From an optimization exercise on the open Yosys and OpenROAD flow, aimed at small area, a short achievable clock period and few clock cycles; shortcuts taken in it are not production practice.
In this exercise RTL edits were held to simulation tests only and were not proved equivalent to the original.

**design/flow/config.mk**
```make
export PLATFORM = sky130hd
export DESIGN_NAME = ziz_qnt
export DESIGN_NICKNAME = ziz_qnt
export VERILOG_FILES = /design/flow/design.v
export SDC_FILE = /design/flow/constraint.sdc
export NUM_CORES = 4
export LEC_CHECK = 0
export ABC_AREA = 1
export CAP_MARGIN = 20
export CORE_MARGIN = 2
export CORE_UTILIZATION = 40
export PLACE_DENSITY = 0.6
export SLEW_MARGIN = 20
```
**design/flow/constraint.sdc**
```tcl
create_clock -name core_clock -period 45.0 [get_ports {clk}]
set_input_delay 9.0000 -clock core_clock [delete_from_list [all_inputs] [get_ports {clk}]]
set_output_delay 9.0000 -clock core_clock [all_outputs]
set_load 0.01 [all_outputs]
```
**design/flow/design.v**
```verilog
module fp_round_pack (
    input  wire [23:0] x,
    input  wire [5:0]  sa,
    input  wire        sgn,
    input  wire        big,
    output wire [7:0]  byte_o,
    output wire        oor,
    output wire        decisive
);
    wire [32:0] vv   = {x, 9'd0};
    wire [32:0] y    = vv >> sa;
    wire [32:0] lost = vv & ~({33{1'b1}} << sa);
    wire [7:0]  ip   = y[8:1];
    wire        khi  = y[9];
    wire        hf   = y[0];
    wire        sk   = lost != 33'd0;
    wire [32:0] hm   = {33{1'b1}} << sa;
    wire        ones = &(lost[32:9] | hm[32:9]);
    wire        up   = hf & (sk | ip[0]);
    assign byte_o   = (ip ^ {8{sgn}}) + {7'd0, up ^ sgn};
    assign oor      = big | khi | (sgn ? ((ip != 8'd0) | up) : ((ip == 8'hFF) & up));
    assign decisive = hf ? sk : !ones;
endmodule
module fp_add (
    input  wire [31:0] a,
    input  wire [31:0] b,
    output wire [31:0] res,
    output wire        ovf,
    output wire        zero
);
    wire        a_n  = a[30:23] != 8'd0;
    wire        b_n  = b[30:23] != 8'd0;
    wire [7:0]  ea   = {a[30:24], a[23] | ~a_n};
    wire [7:0]  eb   = {b[30:24], b[23] | ~b_n};
    wire        swap = b[30:0] > a[30:0];
    wire [7:0]  dab  = ea - eb;
    wire [7:0]  dba  = eb - ea;
    wire [7:0]  dexp = swap ? dba : dab;
    wire [7:0]  e_hi = swap ? eb : ea;
    wire [26:0] m_hi = swap ? {b_n, b[22:0], 3'b000} : {a_n, a[22:0], 3'b000};
    wire [26:0] m_lo = swap ? {a_n, a[22:0], 3'b000} : {b_n, b[22:0], 3'b000};
    wire        s_hi = swap ? b[31] : a[31];
    wire        esub = a[31] ^ b[31];
    wire        far  = dexp[7:5] != 3'd0;
    wire [4:0]  sha  = dexp[4:0];
    wire [26:0] sh   = m_lo >> sha;
    wire [26:0] lost = m_lo & ~({27{1'b1}} << sha);
    wire [26:0] al   = far ? 27'd0 : sh;
    wire        stk  = far ? (|m_lo) : (|lost);
    wire [26:0] al_s = {al[26:1], al[0] | stk};
    wire [27:0] sum  = esub ? ({1'b0, m_hi} - {1'b0, al_s}) : ({1'b0, m_hi} + {1'b0, al_s});
    wire [27:0] stop = (e_hi > 8'd27) ? 28'd0 : (28'd1 << (5'd27 - e_hi[4:0]));
    wire [4:0]  lz;
    fp_lzc28 u_lz (.v(sum | stop), .n(lz));
    wire [27:0] nrm  = sum << lz;
    wire [23:0] mt   = nrm[27:4];
    wire        g    = nrm[3];
    wire        st   = |nrm[2:0];
    wire        inc  = g & (st | mt[0]);
    wire [8:0]  ef   = {1'b0, e_hi} - {4'd0, lz};
    wire [31:0] pk   = {ef, 23'd0} + {8'd0, mt} + {31'd0, inc};
    assign zero = sum == 28'd0;
    assign ovf = !zero && (pk[31:23] >= 9'd255);
    assign res = zero ? {a[31] & b[31], 31'd0} : {s_hi, pk[30:0]};
endmodule
module fp_lzc28 (
    input  wire [27:0] v,
    output wire [4:0]  n
);
    wire [31:0] x = {v, 4'hF};
    wire z16 = x[31:16] == 16'd0;
    wire [15:0] x1 = z16 ? x[15:0] : x[31:16];
    wire z8 = x1[15:8] == 8'd0;
    wire [7:0] x2 = z8 ? x1[7:0] : x1[15:8];
    wire z4 = x2[7:4] == 4'd0;
    wire [3:0] x3 = z4 ? x2[3:0] : x2[7:4];
    wire z2 = x3[3:2] == 2'd0;
    wire [1:0] x4 = z2 ? x3[1:0] : x3[3:2];
    wire z1 = ~x4[1];
    assign n = {z16, z8, z4, z2, z1};
endmodule
module fp_mul (
    input  wire              deq,
    input  wire              xs,
    input  wire signed [9:0] xe,
    input  wire [23:0]       xm,
    input  wire [7:0]        qn_i,
    input  wire [2:0]        k,
    output wire [31:0]       res,
    output wire              ovf,
    output wire              zero,
    output wire              sub,
    output wire [24:0]       pre,
    output wire              pre_s,
    output wire [9:0]        pre_e
);
    wire [7:0]  qn = qn_i;
    wire [31:0] r0 = qn[0] ? {8'd0, xm}       : 32'd0;
    wire [31:0] r1 = qn[1] ? {7'd0, xm, 1'd0} : 32'd0;
    wire [31:0] r2 = qn[2] ? {6'd0, xm, 2'd0} : 32'd0;
    wire [31:0] r3 = qn[3] ? {5'd0, xm, 3'd0} : 32'd0;
    wire [31:0] r4 = qn[4] ? {4'd0, xm, 4'd0} : 32'd0;
    wire [31:0] r5 = qn[5] ? {3'd0, xm, 5'd0} : 32'd0;
    wire [31:0] r6 = qn[6] ? {2'd0, xm, 6'd0} : 32'd0;
    wire [31:0] r7 = qn[7] ? {1'd0, xm, 7'd0} : 32'd0;
    wire [31:0] s1 = r0 ^ r1 ^ r2, c1 = ((r0 & r1) | (r0 & r2) | (r1 & r2)) << 1;
    wire [31:0] s2 = r3 ^ r4 ^ r5, c2 = ((r3 & r4) | (r3 & r5) | (r4 & r5)) << 1;
    wire [31:0] s3 = s1 ^ c1 ^ s2, c3 = ((s1 & c1) | (s1 & s2) | (c1 & s2)) << 1;
    wire [31:0] s4 = c2 ^ r6 ^ r7, c4 = ((c2 & r6) | (c2 & r7) | (r6 & r7)) << 1;
    wire [31:0] s5 = s3 ^ c3 ^ s4, c5 = ((s3 & c3) | (s3 & s4) | (c3 & s4)) << 1;
    wire [31:0] ps = s5 ^ c5 ^ c4, pc = ((s5 & c5) | (s5 & c4) | (c5 & c4)) << 1;
    wire [47:0] t0 = deq ? {16'd0, ps} : 48'd0;
    wire [47:0] t1 = deq ? {16'd0, pc} : 48'd0;
    wire [47:0] t2 = deq ? {8'd0, ps, 8'd0} : 48'd0;
    wire [47:0] t3 = deq ? {8'd0, pc, 8'd0} : 48'd0;
    wire [47:0] t4 = {ps, 16'd0};
    wire [47:0] t5 = {pc, 16'd0};
    wire [47:0] t6 = deq ? {24'd0, xm} : 48'd0;
    wire [47:0] u1 = t0 ^ t1 ^ t2, v1 = ((t0 & t1) | (t0 & t2) | (t1 & t2)) << 1;
    wire [47:0] u2 = t3 ^ t4 ^ t5, v2 = ((t3 & t4) | (t3 & t5) | (t4 & t5)) << 1;
    wire [47:0] u3 = u1 ^ v1 ^ u2, v3 = ((u1 & v1) | (u1 & u2) | (v1 & u2)) << 1;
    wire [47:0] u4 = u3 ^ v3 ^ v2, v4 = ((u3 & v3) | (u3 & v2) | (v3 & v2)) << 1;
    wire [47:0] u5 = u4 ^ v4 ^ t6, v5 = ((u4 & v4) | (u4 & t6) | (v4 & t6)) << 1;
    wire [47:0] p48;
    fp_cpa48 u_cpa (.a(u5), .b(v5), .s(p48));
    wire        top = p48[47];
    wire [23:0] m0  = top ? p48[47:24] : p48[46:23];
    wire        g0  = top ? p48[23] : p48[22];
    wire        s0  = (|p48[21:0]) | (top & p48[22]);
    wire signed [10:0] eb = $signed({xe[9], xe}) + (deq ? -$signed({8'd0, k}) : 11'sd8)
                            - (top ? 11'sd0 : 11'sd1);
    wire        inc = g0 & (s0 | m0[0]);
    wire [32:0] pk  = {eb[9:0] - 10'd1, 23'd0} + {9'd0, m0} + {32'd0, inc};
    assign zero = (xm == 24'd0) | ~qn_i[7];
    assign sub = !zero && (eb < 11'sd1);
    assign ovf = !zero && !sub && (pk[32:23] >= 10'd255);
    assign res = zero ? {xs & ~deq, 31'd0} : {xs, pk[30:0]};
    assign pre = {m0, g0};
    assign pre_s = s0;
    assign pre_e = eb[9:0];
endmodule
module fp_cpa48 (
    input  wire [47:0] a,
    input  wire [47:0] b,
    output wire [47:0] s
);
    reg [47:0] g, p;
    integer l, j;
    always @* begin
        g = a & b;
        p = a ^ b;
        for (l = 1; l < 48; l = l * 2)
            for (j = 0; j < 48; j = j + 1)
                if ((j & l) != 0) begin
                    g[j] = g[j] | (p[j] & g[(j & ~(l - 1)) - 1]);
                    p[j] = p[j] & p[(j & ~(l - 1)) - 1];
                end
    end
    assign s = (a ^ b) ^ {g[46:0], 1'b0};
endmodule
module fp_div #(
    parameter integer K = 4
) (
    input  wire [24:0]  rem,
    input  wire [23:0]  dvs,
    output reg  [24:0]  r_nx,
    output reg  [K-1:0] q_nx,
    output reg  [24:0]  r2,
    output reg  [1:0]   q2
);
    function [25:0] ksub(input [24:0] x, input [24:0] y);
        reg [24:0] g, p, gg, pp, g2, p2;
        integer l, j;
        begin
            g = x & ~y;
            p = ~(x ^ y);
            gg = g;
            pp = p;
            for (l = 1; l < 32; l = l * 2) begin
                g2 = gg;
                p2 = pp;
                for (j = l; j < 25; j = j + 1) begin
                    g2[j] = gg[j] | (pp[j] & gg[j-l]);
                    p2[j] = pp[j] & pp[j-l];
                end
                gg = g2;
                pp = p2;
            end
            ksub[0] = ~p[0];
            for (j = 1; j < 25; j = j + 1)
                ksub[j] = p[j] ^ (gg[j-1] | pp[j-1]);
            ksub[25] = gg[24] | pp[24];
        end
    endfunction
    reg [25:0] s;
    reg [24:0] r;
    integer i;
    always @* begin
        r  = rem;
        r2 = rem;
        q2 = 2'd0;
        for (i = K - 1; i >= 0; i = i - 1) begin
            s       = ksub(r, {1'b0, dvs});
            q_nx[i] = s[25];
            r       = (s[25] ? s[24:0] : r) << 1;
            if (i == K - 1) q2[1] = s[25];
            if (i == K - 2) begin q2[0] = s[25]; r2 = r; end
        end
        r_nx = r;
    end
endmodule
module ziz_qnt (
    input  wire        clk,
    input  wire        rst,
    input  wire        start,
    input  wire        op,
    input  wire [31:0] opa,
    input  wire [31:0] opb,
    input  wire [31:0] opc,
    output wire        ready,
    output reg         done,
    output wire [31:0] res,
    output reg         oor,
    output reg  [2:0]  fcode
);
    localparam integer K  = 3;                  
    localparam integer NC = 8;                  
    localparam [2:0] S_IDLE = 3'd0,
                     S_1    = 3'd1,
                     S_2    = 3'd2,
                     S_3    = 3'd3,
                     S_DIV  = 3'd4,
                     S_LAST = 3'd5,
                     S_RND  = 3'd6,
                     S_MS   = 3'd7;
    reg [2:0]  state;
    reg        op_r;
    reg [31:0] a_r, min_r, max_r;
    reg        ovf1, ovf2, zero2;
    reg              xs;
    reg signed [9:0] xe;
    reg [23:0]       xm;
    reg [24:0]       rem;
    reg [25:0]       quo;
    reg signed [9:0] tex, gex;
    reg              tsg;
    reg              ms_st;
    reg [3:0]        cnt;
    assign ready = (state == S_IDLE);
    wire [23:0] dvs = max_r[23:0];
    assign res = a_r;
    wire fin_ok = (min_r[30:23] != 8'hFF) && (max_r[30:23] != 8'hFF) &&
                  (op_r || (a_r[30:23] != 8'hFF));
    wire        add_x = (state == S_3) || (state == S_1 && !op_r);
    wire [31:0] add_a = add_x ? a_r : max_r;
    wire [31:0] add_b = {min_r[31] ^ (state != S_3), min_r[30:0]};
    wire [31:0] add_res;
    wire        add_ovf, add_zero;
    fp_add u_add (.a(add_a), .b(add_b), .res(add_res), .ovf(add_ovf), .zero(add_zero));
    wire eq_mm = add_zero;
    wire lt_mm = !add_zero && add_res[31];
    wire [31:0] g_val = eq_mm ? 32'h3F800000 : add_res;
    wire        g_ovf = !eq_mm && add_ovf;
    wire [31:0] mul_res;
    wire        mul_ovf, mul_sub, mul_zero, pre_s;
    wire [24:0] pre;
    wire [9:0]  pre_e;
    fp_mul u_mul (.deq(op_r), .xs(xs), .xe(xe), .xm(xm), .qn_i(a_r[7:0]), .k(a_r[10:8]),
                  .res(mul_res), .ovf(mul_ovf), .zero(mul_zero), .sub(mul_sub), .pre(pre), .pre_s(pre_s),
                  .pre_e(pre_e));
    wire        ms_go  = tex < 10'sd1;
    wire        ms_inc = rem[0] & (ms_st | rem[1]);
    wire [23:0] ms_pk  = rem[24:1] + {23'd0, ms_inc};
    wire [7:0] q = a_r[7:0];
    wire [2:0] qk = q[7] ? 3'd0 : q[6] ? 3'd1 : q[5] ? 3'd2 : q[4] ? 3'd3 :
                    q[3] ? 3'd4 : q[2] ? 3'd5 : q[1] ? 3'd6 : 3'd7;
    wire [24:0]  r_nx, r_2;
    wire [K-1:0] q_nx;
    wire [1:0]   q_2;
    fp_div #(.K(K)) u_div (.rem(rem), .dvs(dvs), .r_nx(r_nx), .q_nx(q_nx),
                           .r2(r_2), .q2(q_2));
    wire x_norm = xm[23] || (xm == 24'd0);        
    wire d_norm = rem[23] && dvs[23];             
    wire d_wait = (cnt == 4'd0) && !d_norm;       
    wire signed [9:0]  t_ex = tex - gex;
    wire        hi  = quo[25];
    wire [23:0] tm0 = hi ? quo[25:2] : quo[24:1];
    wire        tg  = hi ? quo[1] : quo[0];
    wire        ts  = (hi & quo[0]) | (rem != 25'd0);
    wire        tin = tg & (ts | tm0[0]);
    wire [24:0] tm1 = {1'b0, tm0} + {24'd0, tin};
    wire [23:0] tm  = {tm1[24] | tm1[23], tm1[22:0]};
    wire signed [10:0] te = $signed({t_ex[9], t_ex}) - (hi ? 11'sd0 : 11'sd1)
                            + (tm1[24] ? 11'sd1 : 11'sd0);
    wire        t_ovf = te > 11'sd127;
    wire signed [10:0] sa_x = 11'sd31 - te;
    wire signed [10:0] sa_e = $signed({7'd0, cnt}) * K - $signed({t_ex[9], t_ex}) + 11'sd9;
    wire signed [10:0] sa_w = (state == S_RND) ? sa_x : sa_e;
    wire [5:0]  sa  = (sa_w < 11'sd0) ? 6'd0 : (sa_w > 11'sd63) ? 6'd63 : sa_w[5:0];
    wire [23:0] rx  = (state == S_RND) ? tm : {quo[21:0], q_nx[K-1:K-2]};
    wire        big = (state == S_RND) && (te >= 11'sd8);
    wire [7:0]  r_byte;
    wire        r_oor, r_dec;
    fp_round_pack u_rnd (.x(rx), .sa(sa), .sgn(tsg), .big(big),
                         .byte_o(r_byte), .oor(r_oor), .decisive(r_dec));
    wire early = (t_ex <= 10'sd8) && r_dec;
    wire        m_nrm = mul_res[30:23] != 8'd0;
    wire        g_nrm = g_val[30:23] != 8'd0;
    wire [31:0] x_src = op_r ? g_val : add_res;
    wire        x_nrm = x_src[30:23] != 8'd0;
    reg       fin;
    reg [2:0] f_nx;
    always @* begin
        fin  = 1'b0;
        f_nx = 3'd0;
        case (state)
            S_1: begin
                fin  = !fin_ok || (op_r && lt_mm);
                f_nx = fin_ok ? 3'd7 : 3'd6;
            end
            S_2: begin
                fin  = ovf1 || (!op_r && lt_mm);
                f_nx = (!op_r && lt_mm) ? 3'd7 : 3'd6;
            end
            S_3: begin
                fin  = 1'b1;
                f_nx = (ovf2 || add_ovf) ? 3'd6 : 3'd0;
            end
            S_DIV: begin
                fin  = ovf2 || zero2 || (!d_wait && early);
                f_nx = ovf2 ? 3'd6 : 3'd0;
            end
            S_RND: begin
                fin  = 1'b1;
                f_nx = t_ovf ? 3'd6 : 3'd0;
            end
            default: ;
        endcase
    end
    wire q_ok = (state == S_DIV) ? !(ovf2 || zero2) : !t_ovf;
    wire [31:0] res_nx = (state == S_3 && !ovf2 && !add_ovf) ? add_res :
                         ((state == S_DIV || state == S_RND) && q_ok) ? {24'd0, r_byte} : 32'd0;
    always @(posedge clk) begin
        oor   <= (state == S_DIV || state == S_RND) && q_ok && r_oor;
        fcode <= f_nx;
    end
    always @(posedge clk) begin
        if (state == S_2) begin
            xm <= xm << 1;
            xe <= xe - 10'sd1;
        end else begin
            xs <= x_src[31];
            xe <= $signed({2'b0, x_nrm ? x_src[30:23] : 8'd1});
            xm <= {x_nrm, x_src[22:0]};
        end
        if (state == S_1)
            ovf1 <= op_r ? g_ovf : add_ovf;
        if (state == S_2) begin
            rem   <= mul_sub ? pre : {2'b0, m_nrm, mul_res[22:0]};
            if (x_norm) max_r[23:0] <= {g_nrm, g_val[22:0]};
            tex   <= mul_sub ? $signed(pre_e) : $signed({2'b0, mul_res[30:24], mul_res[23] | !m_nrm});
            gex   <= $signed({2'b0, g_val[30:24], g_val[23] | !g_nrm});
            tsg   <= mul_res[31];
            ms_st <= pre_s;
            ovf2  <= op_r ? mul_ovf : (g_ovf || mul_ovf);
            zero2 <= mul_zero;
        end else if (state == S_MS) begin
            if (ms_go) begin
                rem   <= rem >> 1;
                ms_st <= ms_st | rem[0];
                tex   <= tex + 10'sd1;
            end else begin
                rem   <= {1'b0, ms_pk};
            end
        end else if (state == S_DIV && d_wait) begin
            if (!rem[23]) begin
                rem <= rem << 1;
                tex <= tex - 10'sd1;
            end
            if (!dvs[23]) begin
                max_r[23:0] <= dvs << 1;
                gex <= gex - 10'sd1;
            end
        end else if (state == S_LAST) begin
            rem <= r_2;
        end else begin
            rem <= r_nx;
        end
        if (state == S_LAST)
            quo <= {quo[23:0], q_2};
        else if (state == S_DIV && !d_wait)
            quo <= {quo[25-K:0], q_nx};
        else
            quo <= 26'd0;
        cnt <= (state == S_DIV && !d_wait) ? cnt + 4'd1 : 4'd0;
        if (state == S_IDLE) begin
            op_r  <= op;
            a_r   <= opa;
            min_r <= opb;
            max_r <= opc;
        end else if (fin) begin
            a_r <= res_nx;
        end else if (state == S_1) begin
            a_r[10:0] <= op_r ? {qk, q << qk} : {3'd0, 8'hFF};
        end else if (state == S_2 && op_r && x_norm) begin
            a_r <= mul_res;
        end else if (state == S_MS && op_r && !ms_go) begin
            a_r <= {tsg, 7'd0, ms_pk};
        end
    end
    always @(posedge clk) begin
        if (rst) begin
            state <= S_IDLE;
            done  <= 1'b0;
        end else begin
            done <= fin;
            if (fin)
                state <= S_IDLE;
            else
                case (state)
                    S_IDLE: if (start) state <= S_1;
                    S_1:    state <= S_2;
                    S_2:    if (x_norm) state <= mul_sub ? S_MS : op_r ? S_3 : S_DIV;
                    S_MS:   if (!ms_go) state <= op_r ? S_3 : S_DIV;
                    S_DIV:  if (cnt == NC - 1) state <= S_LAST;
                    S_LAST: state <= S_RND;
                    default: state <= S_IDLE;
                endcase
        end
    end
endmodule
```
**design/flow/flow/run.sh**
```bash
#!/bin/bash
# The standard layout, with the resizer's setup repair aiming for 13 ns paths
# (a setup margin of 32 ns on the 45 ns clock) instead of stopping at 45 ns.
set -euo pipefail
bash standard.sh SETUP_SLACK_MARGIN=32 finish > standard.log 2>&1
```
**design/flow/standard.sh**
```bash
#!/bin/bash
# synth_recipe.tcl (not shown) runs the flow's synth.tcl, then flattens the netlist and writes it again
# the make line also repeats each setting of config.mk as NAME=value (left out here)
make -C /OpenROAD-flow-scripts/flow DESIGN_CONFIG=/design/flow/config.mk WORK_HOME=/design/flow/orfs CLKGATE_MAP_FILE= SYNTH_SCRIPT=/design/flow/synth_recipe.tcl "${@:-finish}"
```
==> results of run 1 <==
[flip-flops by register name, summed over array words and instances, names as in the netlist, 2 cells and up]
signal	cells
state	3
cnt	4
gex	10
a_r	32
max_r	32
xm	24
min_r	32
tex	10
quo	26
rem	25
fcode	2
xe	10
[worst max-delay path: cells and delay by family (launching register included)]
family	cells	cell delay [ps]
buf+inv	12	1650
flops	1	370
fa+ha+maj	3	720
xor+xnor	1	180
simple gates	54	7170
compound gates	7	1980
[path summary, 6_finish.rpt]
| kind | start | endpoint | depth (start not counted) |
|---|---|---|---|
| min | xe[8] | xe[8] | 2 |
| max reg2reg | state[0] | max_r[7] | 77 |
| max | state[0] | max_r[7] | 77 |
| min reg2reg | xe[8] | xe[8] | 2 |
[cell usage in the layout (no fill, tap or decap), types with 145 or more instances in the layout]
| master | count |
|---|---|
| edfxtp_1 | 145 |
| a21oi_1 | 297 |
| inv_1 | 1272 |
| o21ai_0 | 415 |
| fa_1 | 241 |
| nor2_1 | 471 |
| nand3_1 | 627 |
| ha_1 | 346 |
| nand2_1 | 1628 |
| xor2_1 | 147 |
| buf_4 | 154 |
[per-stage QoR]
step	area (µm²)	worst slack [ps]
global placement	46310	29270
detailed placement	46310	28980
global route	50520	31780
CTS	48390	32030
floorplan	43740	32990
finish	50530	32550
[final cells by class]
type	instances	area, µm²	share of cell area
multi-input cells	5158	33290	0.6588
repair buffers	335	3368	0.06666
well taps	1414	1769	0.03501
clock inverters	18	279.0	0.005522
repair inverters	4	32.53	0.0006438
inverters	1325	5071	0.1004
clock buffers	38	873.3	0.01728
diodes	1	2.502	0.00004953
flip-flops and latches	219	5846	0.1157
[timing repair]
action,CTS,global route
setup endpoints to repair,169,169
resized for setup,143,279
endpoints found under the hold margin,0,0
cloned,11,15
pin swaps,12,104
setup buffers,25,92
[cells by family (layout without fill, tap and decap cells)]
logic type | Yosys count | count (layout)
flip-flops | 219 | 219
AND/OR/NAND/NOR | 3190 | 3197
XOR/XNOR | 241 | 241
adder cells (fa/ha/maj) | 617 | 617
buffers and inverters | 1575 | 1720
AO/OA/AOI/OAI | 1099 | 1099
multiplexers | 4 | 4
other | 0 | 1
[layer usage]
metal	vias up	wire [µm]	track usage
li1	22620	-	-
met5	-	13	0
met2	2503	81910	0.5030
met4	2	9076	0.1330
met3	398	19290	0.05222
met1	22990	82480	0.4648
==> results.yml, run 1 <==
yosys:
  synth_edf_count: 145
  yosysTopAreaCell: "nand2_1"
  synthAdderAreaFrac: 0.2194
  synth_warnings: 3
  synthMuxAreaShare: 0.0009155
  ys_seq_elements: 219
  synth-simple-area-share: 0.3140
  synth_area_um2: 43740
  synth_area_per_cell_um2: 6.297
  synth_compound_area_frac: 0.1442
  synth.top_cell.area_share: 0.1436
  synthXorXnorAreaFrac: 0.04861
  netlist_top_cells_area: "nand2_1 14%, fa_1 11%, inv_1 11%"
  synth_cells: 6945
  ys_seq_area_frac: 0.1334
  syn-num-nets: 7662
  yosysUniqueCellTypes: 77
  synth_most_common_cell: "nand2_1"
  synth_top_family_by_area: "simple AND/OR/NAND/NOR gates"
  async_flop_share: 0
  synth_flop_cell: "edfxtp_1"
  synth_common_cells: "1673 x nand2_1, 1291 x inv_1, 639 x nand3_1"
cts:
  cts-htree-levels: 1
  cts_made_buffers: 30
  numClockSinks: 219
  ctsHoldBuffers: 0
  clk_pin_slew_ps: 60
  cts_tree: "built"
  clockBufferDepth: 3
  cts_root_buffer: "clkbuf_16"
  insertion_delay_ps: 680
detailed_routing:
  drtAntennaViolNets: 0
  routed_via_density: 5.699
  wire_per_inst_um: 22.65
  drc: 0
  first_iter_violations: 5896
  dr.pass1.iters: 9
  wirelength_um: 192800
  num_vias: 48510
worst_setup_path:
  critPathMaxStageDelay_ps: 800
  crit_path_end_kind: "register"
  r2r_setup_slack_ps: 32550
  path_class: "register to register"
  crit_fanout: 26
  required_ps: 45390
  worst_ep_arrival_time_ps: 12840
  cpMaxStageDelayCell: "o21ai_1"
  start_kind: "register"
final_layout:
  nets: 7790
  instances_no_fill: 8512
  n_fill_cell: 11480
  synthToLayoutAreaGrowth_pct: 15.53
  drive_gt1_frac: 0.09412
  final_core_util: 0.4648
sta:
  setup_tns_ps: 0
  period_minus_slack_ps: 12450
  finalSetupViolCount: 0
  slew_violations: 0
  finalHoldViolations: 0
  timing.fmax_ghz: 0.08035
  skew_ps: 58.56
  slew_headroom: 0.1761
  holdWs_ps: 476.7
  worst_slew_pin_slew_ps: 1223
  finalCritPeriodShare: 0.2766
  rsz0062_at_grt: "false"
floorplanning:
  fp.dieW_um: 334.7
  dieArea_um2: 112000
  core_area_um2: 108700
  rows: 121
  initial_utilization: 0.4023
  die_y_um: 334.7
  ioPinCount: 138
grt:
  antenna_found_initial: 4
  gr-total-overflow: 0
  grtUsageTotal: 0.3303
  grt_pass1_wl_um: 282600
  grt_max_degree: 72
  grt_pass1_vias: 44860
placement:
  place.gp.congestion: 1.044
  hpwl_um: 150900
  dpl.cell_count: 8311
  port_buffers: 137
worst_hold_path:
  hold_class: "register to register"
job:
  max-cap-violations: 0
outcome:
  status: "timing/DRC/antenna clean"
Testbench counts, summed over its fixed seeds: cycles 10,272.
==> run 2, diff against run 1 <==
==> design/flow/flow/run.sh (replaced) <==
#!/bin/bash
# The standard layout, with the resizer's setup repair aiming for 14 ns paths
# (a setup margin of 31 ns on the 45 ns clock) instead of stopping at 45 ns.
set -euo pipefail
bash standard.sh SETUP_SLACK_MARGIN=31 finish > standard.log 2>&1
==> run 2 against run 1 <==
Compared with the run above:
- critical path depth is 4 higher
- fmax down 5.4%
- register-to-register slack worse by 710 ps
- synthesized cell count unchanged
- count of clock-buffer cells in the layout stayed put
- utilization is 1.6 points lower
- wire length down 1.5%
- highest routed layer is now met4
==> results.yml, run 2 <==
cts:
  numClockSinks: 219
  clk_pin_slew_ps: 70
  cts_root_buffer: "clkbuf_16"
  cts-htree-levels: 1
  cts_made_buffers: 30
  clockBufferDepth: 3
  insertion_delay_ps: 680
  cts_tree: "built"
yosys:
  synth_flop_cell: "edfxtp_1"
  synth_area_per_cell_um2: 6.297
  netlist_top_cells_area: "nand2_1 14%, fa_1 11%, inv_1 11%"
  synth-simple-area-share: 0.3140
  synth.top_cell.area_share: 0.1436
  synth_area_um2: 43740
  ys_seq_elements: 219
  synth_common_cells: "1673 x nand2_1, 1291 x inv_1, 639 x nand3_1"
  synthMuxAreaShare: 0.0009155
  synth_top_family_by_area: "simple AND/OR/NAND/NOR gates"
  synth_warnings: 3
  synthAdderAreaFrac: 0.2194
  synth_most_common_cell: "nand2_1"
  yosysTopAreaCell: "nand2_1"
  ys_seq_area_frac: 0.1334
  synth_cells: 6945
  synthXorXnorAreaFrac: 0.04861
  yosysUniqueCellTypes: 77
  syn-num-nets: 7662
  synth_compound_area_frac: 0.1442
  synth_edf_count: 145
  async_flop_share: 0
sta:
  finalHoldViolations: 0
  setup_ws_ps: 31850
  setup_tns_ps: 0
  finalCritPeriodShare: 0.2923
  slew_headroom: 0.02465
  rsz0062_at_grt: "false"
  finalSetupViolCount: 0
  period_minus_slack_ps: 13150
  skew_ps: 64.38
  worst_slew_pin_slew_ps: 1459
  timing.fmax_ghz: 0.07603
  slew_violations: 0
final_layout:
  layout_commonest_cell: "nand2_1"
  synthToLayoutAreaGrowth_pct: 11.67
  drive_gt1_frac: 0.06205
  top_regs: "a_r: 32 flops, max_r: 32 flops, min_r: 32 flops"
  instances_no_fill: 8426
  final_cell_mix: "1662 x nand2_1, 1283 x inv_1, 639 x nand3_1, 498 x nor2_1, 429 x o21ai_0"
  n_fill_cell: 11600
  nets: 7703
  final_core_util: 0.4493
grt:
  grtUsageTotal: 0.3264
  grt_pass1_vias: 44470
  antenna_found_initial: 4
  grt_max_degree: 72
  grt_pass1_wl_um: 279500
  gr-total-overflow: 0
worst_setup_path:
  crit_fanout: 32
  critPathMaxStageDelay_ps: 420
  crit_path_end_kind: "register"
  rr_endpoint: "rem[13]"
  path_class: "register to register"
  crit_top_cell: "nand2_1"
  required_ps: 45410
  ff2ff_path_depth: 81
  worst_ep_arrival_time_ps: 13560
  r2r_setup_slack_ps: 31850
  crit_path_end: "rem[13]"
  cpMaxStageDelayCell: "ha_1"
  r2r_start: "max_r[7]"
  start_kind: "register"
  critical_path.startpoint: "max_r[7]"
detailed_routing:
  first_iter_violations: 5903
  dr.pass1.iters: 6
  wire_per_inst_um: 22.54
  drc: 0
  num_vias: 47750
  drtAntennaViolNets: 0
  routed_via_density: 5.667
  wirelength_um: 189900
floorplanning:
  core_area_um2: 108700
  fp.dieW_um: 334.7
  initial_utilization: 0.4023
  die_y_um: 334.7
  dieArea_um2: 112000
  rows: 121
  ioPinCount: 138
outcome:
  status: "timing/DRC/antenna clean"
placement:
  port_buffers: 137
  hpwl_um: 150900
  dpl.cell_count: 8311
  place.gp.congestion: 1.044
  dp_slack_ps: 28980
worst_hold_path:
  hold_class: "register to register"
job:
  max-cap-violations: 0
run 2: cell counts after synthesis:
No cell type changed its count.
run 2: per-stage QoR:
| step | cell area [µm²] | hold WS [ps] |
|---|---|---|
| after floorplan | 43740 | 444.5 |
| after global placement | 46310 | 466.2 |
| after detailed placement | 46310 | 469.5 |
| after CTS | 47740 | 480.7 |
| after global routing | 48830 | 489.3 |
| final | 48840 | 476.5 |
run 2: final cells by class:
cell class              count  area, µm²  share of cell area
inverters                1325       5034              0.1031
multi-input cells        5156      32460              0.6646
repair inverters            2      12.51           0.0002562
clock buffers              38      873.3             0.01788
flip-flops and latches    219       5838              0.1195
repair buffers            252       2571             0.05265
well taps                1414       1769             0.03623
clock inverters            18      279.0            0.005713
diodes                      2      5.005           0.0001025
run 2: timing repair:
action | CTS | global route
setup endpoints to repair | 132 | 160
pin swaps | 2 | 22
cloned | 4 | 12
buffers inserted | 7 | 33
resized for setup | 51 | 139
hold buffers | 0 | 0
run 2: worst max-delay path, delay by kind of cell, from the launching register on:
kind	cells	cell delay, ps
flops	1	320
simple gates	31	3460
compound gates	32	5390
fa+ha+maj	3	1140
buf+inv	15	2450
run 2: kinds of logic after synthesis:
| logic type | count (synthesis) |
|---|---|
| compound gates | 1099 |
| fa+ha+maj | 617 |
| flops | 219 |
| simple gates | 3190 |
| xor+xnor | 241 |
| buf+inv | 1575 |
| mux | 4 |
run 2: worst min-delay path by stage:
stage	startpoint	depth (start not counted)	slack, ps	end
detailed placement	xe[8]	2	470	xe[8]
global route	xe[8]	2	490	xe[8]
CTS	xe[8]	2	480	xe[8]
finish	xe[8]	2	480	xe[8]
global placement	xe[8]	2	470	xe[8]
floorplan	cnt[0]	1	440	cnt[0]
run 2: metal layers:
| metal | up-vias | wire length, µm | GRT usage |
|---|---|---|---|
| met3 | 360 | 18950 | 0.05256 |
| met4 | 0 | 8994 | 0.1299 |
| met2 | 2394 | 79950 | 0.4951 |
| met5 | - | 0 | 0 |
| li1 | 22450 | - | - |
| met1 | 22550 | 82050 | 0.4610 |
==> run 3, diff against run 2 <==
--- a/design/flow/design.v
+++ b/design/flow/design.v
@@ -88,39 +88,43 @@
     input  wire [2:0]        k,
     output wire [31:0]       res,
     output wire              ovf,
-    output wire              zero,
     output wire              sub,
     output wire [24:0]       pre,
     output wire              pre_s,
     output wire [9:0]        pre_e
 );
-    wire [7:0]  qn = qn_i;
-    wire [31:0] r0 = qn[0] ? {8'd0, xm}       : 32'd0;
-    wire [31:0] r1 = qn[1] ? {7'd0, xm, 1'd0} : 32'd0;
-    wire [31:0] r2 = qn[2] ? {6'd0, xm, 2'd0} : 32'd0;
-    wire [31:0] r3 = qn[3] ? {5'd0, xm, 3'd0} : 32'd0;
-    wire [31:0] r4 = qn[4] ? {4'd0, xm, 4'd0} : 32'd0;
-    wire [31:0] r5 = qn[5] ? {3'd0, xm, 5'd0} : 32'd0;
-    wire [31:0] r6 = qn[6] ? {2'd0, xm, 6'd0} : 32'd0;
-    wire [31:0] r7 = qn[7] ? {1'd0, xm, 7'd0} : 32'd0;
+    wire [7:0]  qn = deq ? qn_i : 8'hFF;
+    wire [8:0]  qe = {qn, 1'b0};
+    reg  [31:0] bro [0:3];
+    reg  [3:0]  bneg;
+    reg  [24:0] mag;
+    reg         one, two;
+    integer i;
+    always @* begin
+        for (i = 0; i < 4; i = i + 1) begin
+            one     = qe[2*i+1] ^ qe[2*i];
+            two     = (qe[2*i+2] & ~qe[2*i+1] & ~qe[2*i]) | (~qe[2*i+2] & qe[2*i+1] & qe[2*i]);
+            bneg[i] = qe[2*i+2];
+            mag     = one ? {1'b0, xm} : two ? {xm, 1'b0} : 25'd0;
+            bro[i]  = {{7{bneg[i]}}, mag ^ {25{bneg[i]}}} << (2 * i);
+        end
+    end
+    wire [31:0] r0 = bro[0], r1 = bro[1], r2 = bro[2], r3 = bro[3];
+    wire [31:0] r4 = qn[7] ? {xm, 8'd0} : 32'd0;
+    wire [31:0] r5 = {25'd0, bneg[3], 1'b0, bneg[2], 1'b0, bneg[1], 1'b0, bneg[0]};
     wire [31:0] s1 = r0 ^ r1 ^ r2, c1 = ((r0 & r1) | (r0 & r2) | (r1 & r2)) << 1;
     wire [31:0] s2 = r3 ^ r4 ^ r5, c2 = ((r3 & r4) | (r3 & r5) | (r4 & r5)) << 1;
     wire [31:0] s3 = s1 ^ c1 ^ s2, c3 = ((s1 & c1) | (s1 & s2) | (c1 & s2)) << 1;
-    wire [31:0] s4 = c2 ^ r6 ^ r7, c4 = ((c2 & r6) | (c2 & r7) | (r6 & r7)) << 1;
-    wire [31:0] s5 = s3 ^ c3 ^ s4, c5 = ((s3 & c3) | (s3 & s4) | (c3 & s4)) << 1;
-    wire [31:0] ps = s5 ^ c5 ^ c4, pc = ((s5 & c5) | (s5 & c4) | (c5 & c4)) << 1;
-    wire [47:0] t0 = deq ? {16'd0, ps} : 48'd0;
-    wire [47:0] t1 = deq ? {16'd0, pc} : 48'd0;
-    wire [47:0] t2 = deq ? {8'd0, ps, 8'd0} : 48'd0;
-    wire [47:0] t3 = deq ? {8'd0, pc, 8'd0} : 48'd0;
-    wire [47:0] t4 = {ps, 16'd0};
-    wire [47:0] t5 = {pc, 16'd0};
-    wire [47:0] t6 = deq ? {24'd0, xm} : 48'd0;
+    wire [31:0] ps = s3 ^ c3 ^ c2, pc = ((s3 & c3) | (s3 & c2) | (c3 & c2)) << 1;
+    wire [47:0] y48;
+    fp_cpa48 u_cpy (.a({16'd0, ps}), .b({16'd0, pc}), .s(y48));
+    wire [31:0] y = y48[31:0];
+    wire [47:0] t0 = deq ? {16'd0, y} : 48'd0;
+    wire [47:0] t1 = deq ? {8'd0, y, 8'd0} : 48'd0;
+    wire [47:0] t2 = {y, 16'd0};
+    wire [47:0] t3 = deq ? {24'd0, xm} : 48'd0;
     wire [47:0] u1 = t0 ^ t1 ^ t2, v1 = ((t0 & t1) | (t0 & t2) | (t1 & t2)) << 1;
-    wire [47:0] u2 = t3 ^ t4 ^ t5, v2 = ((t3 & t4) | (t3 & t5) | (t4 & t5)) << 1;
-    wire [47:0] u3 = u1 ^ v1 ^ u2, v3 = ((u1 & v1) | (u1 & u2) | (v1 & u2)) << 1;
-    wire [47:0] u4 = u3 ^ v3 ^ v2, v4 = ((u3 & v3) | (u3 & v2) | (v3 & v2)) << 1;
-    wire [47:0] u5 = u4 ^ v4 ^ t6, v5 = ((u4 & v4) | (u4 & t6) | (v4 & t6)) << 1;
+    wire [47:0] u5 = u1 ^ v1 ^ t3, v5 = ((u1 & v1) | (u1 & t3) | (v1 & t3)) << 1;
     wire [47:0] p48;
     fp_cpa48 u_cpa (.a(u5), .b(v5), .s(p48));
     wire        top = p48[47];
@@ -128,10 +132,10 @@
     wire        g0  = top ? p48[23] : p48[22];
     wire        s0  = (|p48[21:0]) | (top & p48[22]);
     wire signed [10:0] eb = $signed({xe[9], xe}) + (deq ? -$signed({8'd0, k}) : 11'sd8)
-                            - (top ? 11'sd0 : 11'sd1);
+                            - (top ? 11'sd0 : 11'sd1) + 11'sd127;
     wire        inc = g0 & (s0 | m0[0]);
     wire [32:0] pk  = {eb[9:0] - 10'd1, 23'd0} + {9'd0, m0} + {32'd0, inc};
-    assign zero = (xm == 24'd0) | ~qn_i[7];
+    wire        zero = (xm == 24'd0) | (deq & ~qn_i[7]);
     assign sub = !zero && (eb < 11'sd1);
     assign ovf = !zero && !sub && (pk[32:23] >= 10'd255);
     assign res = zero ? {xs & ~deq, 31'd0} : {xs, pk[30:0]};
@@ -262,11 +266,11 @@
     wire [31:0] g_val = eq_mm ? 32'h3F800000 : add_res;
     wire        g_ovf = !eq_mm && add_ovf;
     wire [31:0] mul_res;
-    wire        mul_ovf, mul_sub, mul_zero, pre_s;
+    wire        mul_ovf, mul_sub, pre_s;
     wire [24:0] pre;
     wire [9:0]  pre_e;
     fp_mul u_mul (.deq(op_r), .xs(xs), .xe(xe), .xm(xm), .qn_i(a_r[7:0]), .k(a_r[10:8]),
-                  .res(mul_res), .ovf(mul_ovf), .zero(mul_zero), .sub(mul_sub), .pre(pre), .pre_s(pre_s),
+                  .res(mul_res), .ovf(mul_ovf), .sub(mul_sub), .pre(pre), .pre_s(pre_s),
                   .pre_e(pre_e));
     wire        ms_go  = tex < 10'sd1;
     wire        ms_inc = rem[0] & (ms_st | rem[1]);
@@ -294,10 +298,10 @@
                             + (tm1[24] ? 11'sd1 : 11'sd0);
     wire        t_ovf = te > 11'sd127;
     wire signed [10:0] sa_x = 11'sd31 - te;
-    wire signed [10:0] sa_e = $signed({7'd0, cnt}) * K - $signed({t_ex[9], t_ex}) + 11'sd9;
+    wire signed [10:0] sa_e = $signed({7'd0, cnt}) * K - $signed({t_ex[9], t_ex}) + 11'sd8;
     wire signed [10:0] sa_w = (state == S_RND) ? sa_x : sa_e;
     wire [5:0]  sa  = (sa_w < 11'sd0) ? 6'd0 : (sa_w > 11'sd63) ? 6'd63 : sa_w[5:0];
-    wire [23:0] rx  = (state == S_RND) ? tm : {quo[21:0], q_nx[K-1:K-2]};
+    wire [23:0] rx  = (state == S_RND) ? tm : {quo[22:0], q_nx[K-1]};
     wire        big = (state == S_RND) && (te >= 11'sd8);
     wire [7:0]  r_byte;
     wire        r_oor, r_dec;
@@ -350,7 +354,7 @@
             xe <= xe - 10'sd1;
         end else begin
             xs <= x_src[31];
-            xe <= $signed({2'b0, x_nrm ? x_src[30:23] : 8'd1});
+            xe <= $signed({2'b0, x_nrm ? x_src[30:23] : 8'd1}) - 10'sd127;
             xm <= {x_nrm, x_src[22:0]};
         end
         if (state == S_1)
@@ -363,7 +367,7 @@
             tsg   <= mul_res[31];
             ms_st <= pre_s;
             ovf2  <= op_r ? mul_ovf : (g_ovf || mul_ovf);
-            zero2 <= mul_zero;
+            zero2 <= !mul_sub && mul_res[30:0] == 31'd0;
         end else if (state == S_MS) begin
             if (ms_go) begin
                 rem   <= rem >> 1;
@@ -400,8 +404,8 @@
             max_r <= opc;
         end else if (fin) begin
             a_r <= res_nx;
-        end else if (state == S_1) begin
-            a_r[10:0] <= op_r ? {qk, q << qk} : {3'd0, 8'hFF};
+        end else if (state == S_1 && op_r) begin
+            a_r[10:0] <= {qk, q << qk};
         end else if (state == S_2 && op_r && x_norm) begin
             a_r <= mul_res;
         end else if (state == S_MS && op_r && !ms_go) begin
==> design/flow/flow/run.sh (replaced) <==
#!/bin/bash
# The standard layout, with the resizer's setup repair aiming for 13 ns paths
# (a setup margin of 32 ns on the 45 ns clock) instead of stopping at 45 ns.
set -euo pipefail
bash standard.sh SETUP_SLACK_MARGIN=32 finish > standard.log 2>&1
==> run 3 against run 2 <==
Compared with the run above:
- global-route usage rose by 0.41 points
- highest routed layer is now met5
- worst hold slack got worse by 5.9 ps
- first-iteration DRC count down 3.2%
- critical endpoint is now state[2]
==> results.yml, run 3 <==
floorplanning:
  die_y_um: 325.0
  core_area_um2: 102000
  dieArea_um2: 105600
  fp.dieW_um: 325.0
  ioPinCount: 138
  initial_utilization: 0.4039
  rows: 117
worst_setup_path:
  crit_fanout: 12
  crit_path_end_kind: "register"
  crit_top_cell: "nand2_2"
  critPathMaxStageDelay_ps: 570
  start_kind: "register"
  path_class: "register to register"
  worst_ep_arrival_time_ps: 13440
  cpMaxStageDelayCell: "fa_1"
  required_ps: 45610
  critical_path.startpoint: "op_r"
  r2r_start: "op_r"
yosys:
  synth_flop_cell: "edfxtp_1"
  async_flop_share: 0
  synth.top_cell.area_share: 0.1429
  synth_most_common_cell: "nand2_1"
  synth_area_per_cell_um2: 6.249
  synth_edf_count: 145
  syn-num-nets: 7204
  yosysTopAreaCell: "nand2_1"
  netlist_top_cells_area: "nand2_1 14%, ha_1 12%, edfxtp_1 11%"
  ys_seq_elements: 219
  synth_common_cells: "1569 x nand2_1, 904 x inv_1, 687 x nand3_1"
  ys_seq_area_frac: 0.1416
  synth_warnings: 5
  synth_area_um2: 41210
  yosysUniqueCellTypes: 72
  synth_cells: 6595
placement:
  hpwl_um: 139100
  place.gp.congestion: 1.008
  port_buffers: 137
  place_area_um2: 43670
detailed_routing:
  wire_per_inst_um: 22.52
  first_iter_violations: 5717
  routed_via_density: 5.821
  drc: 0
  dr.pass1.iters: 8
  drtAntennaViolNets: 0
  num_vias: 48380
  wirelength_um: 187200
grt:
  grt_pass1_vias: 44040
  gr-total-overflow: 0
  antenna_found_initial: 6
  grtUsageTotal: 0.3305
  grt_pass1_wl_um: 271600
  grt_max_degree: 106
sta:
  finalSetupViolCount: 0
  slew_headroom: 0.04642
  period_minus_slack_ps: 12820
  finalHoldViolations: 0
  timing.fmax_ghz: 0.07799
  finalCritPeriodShare: 0.2849
  setup_tns_ps: 0
  rsz0062_at_grt: "true"
  worst_slew_pin_slew_ps: 1427
  slew_violations: 0
  skew_ps: 131.7
cts:
  clockBufferDepth: 3
  cts_tree: "built"
  ctsHoldBuffers: 0
  cts_made_buffers: 30
  cts-htree-levels: 1
  insertion_delay_ps: 690
  clk_pin_slew_ps: 70
  numClockSinks: 219
  cts_root_buffer: "clkbuf_16"
final_layout:
  design_area_um2: 51410
  n_fill_cell: 10500
  layout_commonest_cell: "nand2_1"
  final_cell_mix: "1432 x nand2_1, 857 x inv_1, 621 x nand3_1, 462 x nor2_1, 406 x o21ai_0"
  nets: 7527
  top_regs: "a_r: 32 flops, max_r: 32 flops, min_r: 32 flops"
  synthToLayoutAreaGrowth_pct: 24.76
  final_core_util: 0.5039
  drive_gt1_frac: 0.1612
worst_hold_path:
  hold_class: "register to register"
  hold_path.startpoint: "cnt[0]"
outcome:
  status: "timing/DRC/antenna clean"
job:
  max-cap-violations: 0
[run 3: changes by cell type after synthesis, sizes merged, moves of 15 or more]
cell | previous run | this run
ha | 367 | 384
xor2 | 153 | 268
o211ai | 37 | 63
inv | 1312 | 942
nand2 | 1712 | 1589
fa | 250 | 125
xnor2 | 88 | 73
clkbuf | 170 | 148
clkinv | 13 | 32
nand3 | 654 | 694
o22ai | 52 | 132
[run 3: kinds of logic (layout without fill, tap and decap cells)]
family,Yosys count,after routing,synth area share
flops,219,219,0.1416
fa+ha+maj,509,509,0.1773
other cells,0,1,0
mux,3,3,0.0007287
compound gates,1193,1193,0.1667
xor+xnor,341,341,0.07247
simple gates,3115,3132,0.3256
buf+inv,1215,1545,0.1157
[run 3: area by class of cell]
class                           count  area (µm²)  share of cell area
Multi-Input combinational cell   5178       33830              0.6579
Timing Repair inverter              7       57.56            0.001119
Sequential cell                   219        5844              0.1137
Clock buffer                       33       762.0             0.01482
Tap cell                         1368        1712             0.03329
Timing Repair Buffer              508        5076             0.09873
Inverter                          974        3841             0.07471
Clock inverter                     23       291.5            0.005670
Antenna cell                        1       2.502          0.00004867
[run 3: path summary, 6_finish.rpt]
| path | end | slack (ps) | cells after the start |
|---|---|---|---|
| max | state[2] | 32180 | 83 |
| min | cnt[0] | 470 | 1 |
| min reg2reg | cnt[0] | 470 | 1 |
| max reg2reg | state[2] | 32180 | 83 |
[run 3: repair_timing]
action                                  4_1_cts  5_1_grt
pin swaps                                   137      242
cloned                                       36       16
endpoints found under the setup margin      174      147
resized for setup                           398      476
setup buffers                               144      141
[run 3: per-layer routing]
| layer | global-route usage | vias to the layer above | share of wire |
|---|---|---|---|
| li1 | - | 22610 | - |
| met1 | 0.4481 | 22720 | 0.41 |
| met2 | 0.5033 | 2560 | 0.42 |
| met3 | 0.06726 | 482 | 0.11 |
| met4 | 0.1509 | 10 | 0.056 |
| met5 | 0 | - | 0.00037 |
[run 3: worst max-delay path: cells and delay by family (launching register included)]
family,cells,cell delay (ps)
and+or+nand+nor,29,3010
xor gates and xnor gates,2,430
buffers and inverters,27,2830
AOI/OAI and AO/OA,14,1860
adders and majority gates,11,4170
DFF,1,390
[run 3: stage by stage]
stage / hold slack [ps] / setup WS (ps) / cells
floorplan: 429.7 / 32080 / 6595
global placement: 452.1 / 26940 / 7917
detailed placement: 458.5 / 26930 / 7917
CTS: 471.8 / 31940 / 8153
global route: 522.9 / 31340 / 8311
finish: 470.6 / 32180 / 8311
Testbench counts of run 3, summed over its fixed seeds: cycles 10,693.

## static timing again, ports no longer ideal
How much do the figures lean on ideal ports? The routed layouts below were timed once more, with nothing changed but the port constraints.
Step 1 sets driving cells, clkbuf_16 on the clock port and buf_2 on the other inputs (assumed; they add their load-dependent delay and slew).
Step 2 times the ports against the registers' clock, not the clock port: input delays grow and output delays shrink by t, the midpoint of the rising clock arrivals with the driver on.
Three values: ideal, step 1, step 2; two values: the first two.
| run | t (ns) | slack for setup (ns) | worst setup path at the end | slew at the worst register clock pin (ns) | worst data-port slew with drivers (ns) |
|---|---|---|---|---|---|
| run 1 | 0.722 | 32.555 / 32.555 / 32.555 | register to register | 0.08 / 0.08 | 0.16 |
| run 2 | 0.726 | 31.847 / 31.847 / 31.847 | register to register | 0.08 / 0.08 | 0.17 |
| run 3 | 0.695 | 32.178 / 32.178 / 32.178 | register to register | 0.07 / 0.07 | 0.15 |
After both steps every run listed still meets setup and hold.
